This design comes from an exercise in tuning for small area, a short achievable clock period and few clock cycles on the open sky130 flow, not from production work. Function was checked by simulation only, so behaviour that the tests miss may differ from the original. No activity file was given, so power comes from the tool's default toggle rates.

## pfpp_engine
module pfpp_engine (
    input  wire         clk,
    input  wire         rst,
    input  wire         cmd_valid,
    input  wire [63:0]  cmd_word,
    output wire         busy,
    output reg  [3:0]   err,
    output wire [31:0]  result,
    output reg  [127:0] dirty,
    input  wire         cfg_coalesce,
    input  wire [31:0]  cfg_opc,        
    input  wire [15:0]  cfg_nopb,       
    input  wire [2:0]   cfg_rowlen,
    input  wire [2:0]   cfg_endlen,
    input  wire [12:0]  cfg_src_len,    
    input  wire [8:0]   cfg_pal_len,    
    output wire [6:0]   fb_addr,
    output wire         fb_we,
    output wire [127:0] fb_wdata,
    input  wire [127:0] fb_rdata,
    output wire [11:0]  src_addr,
    input  wire [7:0]   src_rdata,
    output wire [7:0]   pal_addr,
    input  wire [23:0]  pal_rdata,
    output reg          bus_req,
    output reg  [1:0]   bus_kind,
    output reg  [7:0]   bus_byte,
    input  wire         bus_done,
    input  wire         bus_err
);
    localparam [3:0] OP_NOP = 4'h0, OP_CLEAR = 4'h1, OP_FLUSH = 4'h2,
                     OP_POINT = 4'h3, OP_HLINE = 4'h4, OP_VLINE = 4'h5,
                     OP_FILL = 4'h6, OP_BLIT = 4'h7, OP_QUANT = 4'h8,
                     OP_GLA = 4'h9, OP_XFORM = 4'hA;
    localparam [3:0] E_OK = 4'd0, E_ILLEGAL = 4'd1, E_RSVD = 4'd2,
                     E_BOUNDS = 4'd3, E_ALIGN = 4'd4, E_SRCRANGE = 4'd5,
                     E_PALRANGE = 4'd6, E_BUS = 4'd7;
    localparam [1:0] K_ASSERT = 2'd0, K_BYTE = 2'd1, K_DEASSERT = 2'd2;
    localparam integer I_IDLE = 0, I_CHK = 1, I_RAST = 2, I_BLIT = 3,
                       I_BUS = 4, I_CLRW = 5, I_REST = 6, I_QNT = 7;
    localparam [7:0] S_IDLE = 8'd1 << I_IDLE, S_CHK = 8'd1 << I_CHK,
                     S_RAST = 8'd1 << I_RAST, S_BLIT = 8'd1 << I_BLIT,
                     S_BUS = 8'd1 << I_BUS, S_CLRW = 8'd1 << I_CLRW,
                     S_REST = 8'd1 << I_REST, S_QNT = 8'd1 << I_QNT;
    localparam [1:0] T_CLR = 2'd0, T_UPD = 2'd1, T_NOP = 2'd2;
    localparam [2:0] P_ASSERT = 3'd0, P_CMD = 3'd1, P_SECOND = 3'd2,
                     P_ADDR = 3'd3, P_DATA = 3'd4, P_TRAIL = 3'd5,
                     P_DEASSERT = 3'd6;
    function [7:0] rev8;
  ...
export LEC_CHECK = 0
export ABC_AREA = 1
export CAP_MARGIN = 20
export CORE_MARGIN = 2
export CORE_UTILIZATION = 40
export SETUP_SLACK_MARGIN = 5
export SLEW_MARGIN = 20
create_clock -name core_clock -period 10.0 [get_ports {clk}]
standard.sh (not shown) runs the stock make flow with config.mk's settings and CLKGATE_MAP_FILE= SYNTH_SCRIPT=/design/flow/synth_recipe.tcl, a recipe that flattens the netlist after the stock synthesis.
==> flow/flow/run.sh <==
#!/bin/bash
set -euo pipefail
MARGIN=$(cat flow/margin.txt)
bash standard.sh SETUP_SLACK_MARGIN=$MARGIN finish > layout_make.log 2>&1
==> flow/flow/margin.txt <==
6.5
The starting point finished clean.
Testbench counts at the start, summed over its fixed seeds: cycles 443,746.
Edit:
==> flow/flow/run.sh (replaced) <==
#!/bin/bash
set -euo pipefail
MARGIN=$(cat flow/margin.txt)
PORTBUF=$(cat flow/portbuf.txt)
bash standard.sh SETUP_SLACK_MARGIN=$MARGIN "BUFFER_PORTS_ARGS=-buffer_cell $PORTBUF" finish > layout_make.log 2>&1
==> flow/flow/portbuf.txt (new file) <==
sky130_fd_sc_hd__buf_1
ABC_AREA = not set   (was 1)
CTS_BUF_LIST = sky130_fd_sc_hd__clkbuf_8   (was not set)
After rerunning: The changed run completed with no timing, DRC or antenna violations; sequential share of layout area rises by 2.8 points; power falls by a little under a tenth; routed wire length falls by a few percent; die area falls slightly; sequential power falls slightly; global-route usage falls by 1.7 points; cell count falls by roughly a tenth; non-clock buffer count rises by 12; register-to-register slack gets worse by 0.12 ns.
Edit:
==> flow/flow/margin.txt (replaced) <==
7.0
CTS_BUF_LIST = not set   (was sky130_fd_sc_hd__clkbuf_8)
What happened:
- The changed run completed without violations
- global-route usage goes up by 1.7 points
- register-to-register slack improved by 0.32 ns
- wire length goes up by 6.3%
- final area is higher by 14%
- setup slack improved by 0.15 ns
- sequential power falls by about 2%
- die area is unchanged
- power rises by 5.6%
- clock-buffer cell count drops by 42
- final cell count increases by 3.1%
Edit:
==> flow/flow/margin.txt (replaced) <==
6.5
Effect:
- The new run produced a clean layout
- utilization falls by 6.3 points
- clock power rises by about 2%
- fmax falls by 4.8%
- final area falls by 12%
- worst setup slack gets worse by 0.17 ns

==> port drivers added, routing unchanged <==
How much do the figures lean on ideal ports? The routed layouts below were timed once more, with nothing changed but the port constraints. Step 1 (the two cells are an assumption about what drives the block):
set clk [get_ports {clk}]
set_driving_cell -lib_cell sky130_fd_sc_hd__clkbuf_16 $clk
set_driving_cell -lib_cell sky130_fd_sc_hd__buf_2 [delete_from_list [all_inputs] $clk]
Step 2 times the ports against the registers' clock, not the clock port: input delays grow and output delays shrink by t, the midpoint of the rising clock arrivals with the driver on. Three values: ideal ports, drivers, drivers and shift; two values: the first two.
run | shift t [ns] | setup slack, ns | worst data-port slew with drivers (ns) | cell pins on the clock port's net
the first run | 0.710 | 6.483 / 6.459 / 5.810 | 0.10 | 1
the second run | 0.778 | 6.468 / 6.468 / 5.826 | 0.14 | 1
the third run | 0.707 | 6.623 / 6.561 / 6.037 | 0.23 | 1
the fourth run | 0.688 | 6.452 / 6.452 / 5.846 | 0.15 | 1
After both steps every run listed still meets setup and hold. For the first run, which loses most, drivers alone change the setup slack by -0.024 ns; drivers and shift together by -0.673 ns.
